This design comes from an exercise in tuning for small area on the open sky130 flow, not from production work.
Only simulation tests tie the RTL to the original design; equivalence was not proved.
No activity file was given, so power comes from the tool's default toggle rates.

Setup of job 4047:
// scfd
module scfd #(
    parameter MAX_FRAME = 128,
    parameter T_SETTLE  = 16
) (
    input  wire       clk,
    input  wire       rst,
    input  wire       rx_valid,
    input  wire [7:0] rx_data,
    output wire       tx_valid,
    output wire [7:0] tx_data,
    input  wire       tx_ready,
    output wire       bus_cs,
    output wire       bus_valid,
    output wire       bus_we,
    output wire [7:0] bus_wdata,
    input  wire       bus_ready,
    input  wire [7:0] bus_rdata,
    input  wire       bus_fail
);
==> flow/config.mk <==
export PLATFORM = sky130hd
export DESIGN_NAME = scfd
export DESIGN_NICKNAME = scfd
export VERILOG_FILES = /design/flow/design.v
export SDC_FILE = /design/flow/constraint.sdc
export NUM_CORES = 4
export LEC_CHECK = 0
export ABC_AREA = 1
export CAP_MARGIN = 20
export CORE_MARGIN = 2
export CORE_UTILIZATION = 75
export CTS_BUF_LIST = sky130_fd_sc_hd__clkbuf_8
export CTS_CLUSTER_DIAMETER = 40
export CTS_CLUSTER_SIZE = 14
export PLACE_DENSITY = 0.85
export SLEW_MARGIN = 20
==> flow/constraint.sdc <==
create_clock -name core_clock -period 10.0 [get_ports {clk}]
set_input_delay 2.0000 -clock core_clock [delete_from_list [all_inputs] [get_ports {clk}]]
set_output_delay 2.0000 -clock core_clock [all_outputs]
set_load 0.01 [all_outputs]
standard.sh (not shown) runs the stock make flow with config.mk's settings and CLKGATE_MAP_FILE= SYNTH_SCRIPT=/design/flow/synth_recipe.tcl, a recipe that flattens the netlist after the stock synthesis.
==> flow/flow/run.sh <==
#!/bin/bash
# Standard layout, except that the port buffers are the smallest buffer
# (sky130_fd_sc_hd__buf_1) instead of the one buffer_ports picks by default.
set -euo pipefail
export BUFFER_PORTS_ARGS="-buffer_cell sky130_fd_sc_hd__buf_1"
bash standard.sh > standard_flow.log 2>&1
Here is what was changed in the inputs of job 9939 compared with job 4047.
--- a/flow/design.v
+++ b/flow/design.v
@@ -21,14 +21,15 @@
     localparam [7:0] HEADER = 8'h7E;
     localparam [7:0] TAIL   = 8'h7F;
     localparam [6:0] CLAMP  = MAX_FRAME - 10;    
     localparam integer L    = 120;               
     localparam integer NP   = L / 8;             
     localparam integer NS   = 8;                 
     localparam [6:0] LAST   = L - 1;             
+    localparam integer NR   = 4;                 
     localparam [3:0] S_IDLE  = 4'd0;
     localparam [3:0] S_WAIT  = 4'd1;    
     localparam [3:0] S_FETCH = 4'd2;    
     localparam [3:0] S_SET   = 4'd3;    
     localparam [3:0] S_B0    = 4'd4;    
     localparam [3:0] S_B1    = 4'd5;    
     localparam [3:0] S_B2    = 4'd6;    
@@ -189,16 +190,26 @@
     reg  [6:0]  cnt;
     reg  [6:0]  tmr;
     reg         bad, mism;
     reg  [7:0]  csum;
     reg  [7:0]  h;
     reg  [6:0]  dp;           
     reg  [8*L-1:0] ra, rb;
-    wire [7:0]  tail = wsel ? ra[8*L-1 -: 8] : rb[8*L-1 -: 8];   
-    wire rd_at   = (dp == LAST);                   
+    reg  [7:0]  tail;
+    reg         rd_at;                             
+    integer     r;
+    always @(*) begin
+        tail  = 8'd0;
+        rd_at = 1'b0;
+        for (r = 0; r < NR; r = r + 1)
+            if (dp == (r + 1) * (L / NR) - 1) begin
+                rd_at = 1'b1;
+                tail  = wsel ? ra[8*((r+1)*(L/NR)-1) +: 8] : rb[8*((r+1)*(L/NR)-1) +: 8];
+            end
+    end
     wire wr_at   = (dp[2:0] == 3'd0);              
     wire hwr     = (st == S_RW) && wr_at;          
     wire done_x  = (tmr == cnt);                   
     wire has_pay = bad || (kind == K_NACK) || (kind == K_RD && cnt != 7'd0);
     wire err_pay = bad || (kind == K_NACK);
     wire d_stall = ((st == S_FETCH || st == S_TF || st == S_CMP) && rd_at) || hwr;
     wire [6:0]  ad_a   = hand_off ? pc_n : dp;
## What came out
- Compared with job 4047, job 9939 shows a higher final worst-path setup slack.
- Fmax: job 9939 above job 4047
- Diff job 4047 -> job 9939 | sequential share of layout area | decrease of 0.99 points
- Sequential share of the synthesized area on job 9939 is down relative to job 4047.
- Number of fill cells, job 4047 and job 9939, lower one = job 9939.
- Job 9939: total length of routed wires higher than job 4047
- Number of synthesized register bits across job 4047 and job 9939: no real change.
- Looking at end-of-flow core utilization across job 4047 and job 9939, the one that comes out higher is job 4047.
- Per the comparison of job 9939 with job 4047, final total power grew by 230 uW; layout overhead on the synthesized area held steady.
- Job 9939 vs job 4047 on arrival time of data at the critical path endpoint: job 9939 is the lower one.
- Top fanout value on the critical path in job 9939 is 27 lower than in job 4047
- Job 9939 vs job 4047 — clock-buffer cell count climbed by a few percent

the baseline:
scfd, a different RTL version from the one above (not shown whole).
Size: ~42 I/O pins.
Settings: LEC_CHECK=0, ABC_AREA=1, CAP_MARGIN=20, CORE_MARGIN=2, CORE_UTILIZATION=75, CTS_BUF_LIST=sky130_fd_sc_hd__clkbuf_8, CTS_CLUSTER_DIAMETER=40, CTS_CLUSTER_SIZE=14, PLACE_DENSITY=0.85, SLEW_MARGIN=20; clock period 10.0 ns.
==> flow/flow/run.sh <==
#!/bin/bash
set -euo pipefail
export BUFFER_PORTS_ARGS="-buffer_cell sky130_fd_sc_hd__buf_1"
export CTS_ARGS="-sink_clustering_enable -repair_clock_nets -sink_clustering_size 16 -sink_clustering_max_diameter 40 -buf_list sky130_fd_sc_hd__clkbuf_8 -dont_use_dummy_load"
bash standard.sh > standard_flow.log 2>&1
Per the final summary, the baseline finished and its layout is clean on timing, DRC and antenna.
Changes in the candidate relative to the baseline:
--- a/flow/design.v
+++ b/flow/design.v
@@ -108,59 +108,43 @@
     always @(posedge clk) begin
         if (rst)
             wsel <= 1'b0;
         else if (hand_off)
             wsel <= ~wsel;
     end
     reg          pv;              
     reg  [7:0]   pr;
-    reg  [8*NS-1:0] dl;           
-    reg  [NS-1:0] sv, sf;
+    reg  [8*NS-1:0] sr;           
+    reg  [3:0]   occ;             
+    reg  [3:0]   fl;              
     reg  [6:0]   pc;              
     wire         s_in   = data_in && pv;
-    wire         swr    = (sv != {NS{1'b0}}) && (pc[2:0] == 3'd0);
-    wire [NS-1:0] s_old;
-    genvar gq;
-    generate
-        for (gq = 0; gq < NS; gq = gq + 1) begin : g_old
-            if (gq == NS - 1) begin : g_top
-                assign s_old[gq] = sv[gq];
-            end else begin : g_low
-                assign s_old[gq] = sv[gq] && (sv[NS-1:gq+1] == {(NS-1-gq){1'b0}});
-            end
-        end
-    endgenerate
-    reg  [7:0]   s_out;
-    integer      q;
-    always @(*) begin
-        s_out = 8'd0;
-        for (q = 0; q < NS; q = q + 1)
-            s_out = s_out | (dl[8*q +: 8] & {8{s_old[q]}});
-    end
-    wire         s_disp = |(sf & s_old);              
-    wire [NS-1:0] sv_w  = swr ? (sv & ~s_old) : sv;    
-    wire [NS-1:0] sf_w  = sf & sv_w;
-    wire         flush_end = swr && s_disp && (sf_w == {NS{1'b0}});
+    wire         swr    = (occ != 4'd0) && (pc[2:0] == 3'd0);
+    wire [7:0]   s_out  = sr[8*(occ-4'd1) +: 8];
+    wire         s_disp = (fl != 4'd0);              
+    wire [3:0]   occ_w  = occ - {3'd0, swr};
+    wire [3:0]   fl_w   = fl - {3'd0, swr && s_disp};
     always @(posedge clk) begin
         if (rst || header || completes || (rx_valid && coll && ovf))
             pv <= 1'b0;
         else if (data_in)
             pv <= 1'b1;
         if (data_in)
             pr <= rx_data;
-        dl <= {dl[8*NS-9:0], pr};
+        if (s_in)
+            sr <= {sr[8*NS-9:0], pr};
     end
     always @(posedge clk) begin
         if (rst) begin
-            sv <= {NS{1'b0}};
-            sf <= {NS{1'b0}};
+            occ <= 4'd0;
+            fl  <= 4'd0;
         end else begin
-            sv <= {(abandon ? sf_w[NS-2:0] : sv_w[NS-2:0]), s_in};
-            sf <= {(hand_off ? sv_w[NS-2:0] : sf_w[NS-2:0]), 1'b0};
+            fl  <= hand_off ? occ_w : fl_w;
+            occ <= abandon ? fl_w : occ_w + {3'd0, s_in};
         end
     end
     wire [6:0]   pc_n   = swr ? pc : inc(pc);
     always @(posedge clk) begin
         if (rst)
             pc <= 7'd0;
         else
             pc <= pc_n;
@@ -213,23 +197,22 @@
     wire [6:0]  rpos  = (dp[6:5] == 2'd3) ? LAST : {dp[6:5], 5'd31};
     wire [7:0]  tail  = wsel ? ra[8*rpos +: 8] : rb[8*rpos +: 8];
     wire wr_at   = (dp[2:0] == 3'd0);              
     wire hwr     = (st == S_RW) && wr_at;          
     wire done_x  = (tmr == cnt);                   
     wire has_pay = bad || (kind == K_NACK) || (kind == K_RD && cnt != 7'd0);
     wire err_pay = bad || (kind == K_NACK);
     wire d_stall = ((st == S_FETCH || st == S_TF || st == S_CMP) && rd_at) || hwr;
-    wire        hand_n = hand_off && (sv_w == {NS{1'b0}});    
-    wire [6:0]  ad_a   = (hand_n || flush_end) ? pc_n : dp;
-    wire [6:0]  ad_b   = hand_off ? d_cnt : cnt;
+    wire [6:0]  ad_a   = hand_off ? pc_n : dp;
+    wire [6:0]  ad_b   = hand_off ? d_cnt - {3'd0, occ_w} : cnt;
     wire [7:0]  dp_sum = {1'b0, ad_a} + {1'b0, ad_b};
     wire [6:0]  dp_add = (dp_sum >= L) ? dp_sum - L : dp_sum[6:0];
     always @(posedge clk) begin
-        if (hand_n || flush_end || (hwr && done_x))
+        if (hand_off || (hwr && done_x))
             dp <= dp_add;
         else if (!d_stall)
             dp <= inc(dp);
     end
     wire        a_s  = swr && (s_disp == wsel);      
     wire        b_s  = swr && (s_disp != wsel);
     wire        a_h  = hwr && wsel;                  
     wire        b_h  = hwr && !wsel;
@@ -261,17 +244,17 @@
         end
     endgenerate
     always @(posedge clk) begin
         if (rst) begin
             st <= S_IDLE;
         end else begin
             case (st)
                 S_IDLE: if (hand_off) st <= S_WAIT;
-                S_WAIT: if (sf == {NS{1'b0}}) begin
+                S_WAIT: if (fl == 4'd0) begin
                     if (cnt == 7'd0)
                         st <= S_T0;
                     else if (kind == K_WR && !ones)
                         st <= S_FETCH;
                     else
                         st <= S_B0;
                 end
                 S_FETCH: if (rd_at) st <= S_B0;
Status | the candidate and the baseline | clean
Across both runs, detailed-routing iteration count for the pre-antenna-repair pass was lower for the candidate than for the baseline.
The candidate improves on the baseline in hold slack.
Total power of the final layout: the candidate vs the baseline up 20%
Post-route clock period utilization for the candidate: 2.6 points up relative to the baseline
The higher portion of total power attributed to combinational logic of the candidate and the baseline is in the candidate.
Delta (the candidate minus the baseline): count of clock-net buffers in the final layout went down by 3; simple-gate area share of the yosys netlist went down by 1.0 points; fraction of power consumed by the clock network fell 5.5 points; instance count after placement with tap cells included -52.

-- separate check: timing with driven ports --
Ports are ideal in the flow. The routed layouts listed here were re-timed in OpenROAD. Step 1 sets driving cells, clkbuf_16 on the clock port and buf_2 on the other inputs (assumed; they add their load-dependent delay and slew). Step 2, shift: input delay + t, output delay - t, t = (earliest + latest rising clock arrival at the registers) / 2. This alone moves slack from input paths to output paths. Three values: ideal, step 1, step 2; two values: the first two.
run	shift t [ns]	setup WS [ns]	worst setup path after step 2	pins driven straight from the clock port
job 4047	0.922	3.382 / 3.382 / 3.272	input to register	1
job 9939	0.904	4.065 / 4.065 / 3.310	input to register	1
the baseline	0.849	4.032 / 4.077 / 3.228	input to register	1
the candidate	0.867	3.770 / 3.770 / 3.387	input to register	1
After both steps every run listed still meets setup and hold. The setup slack of the baseline, which loses most, moves by +0.045 ns with the drivers and by -0.804 ns with both steps.
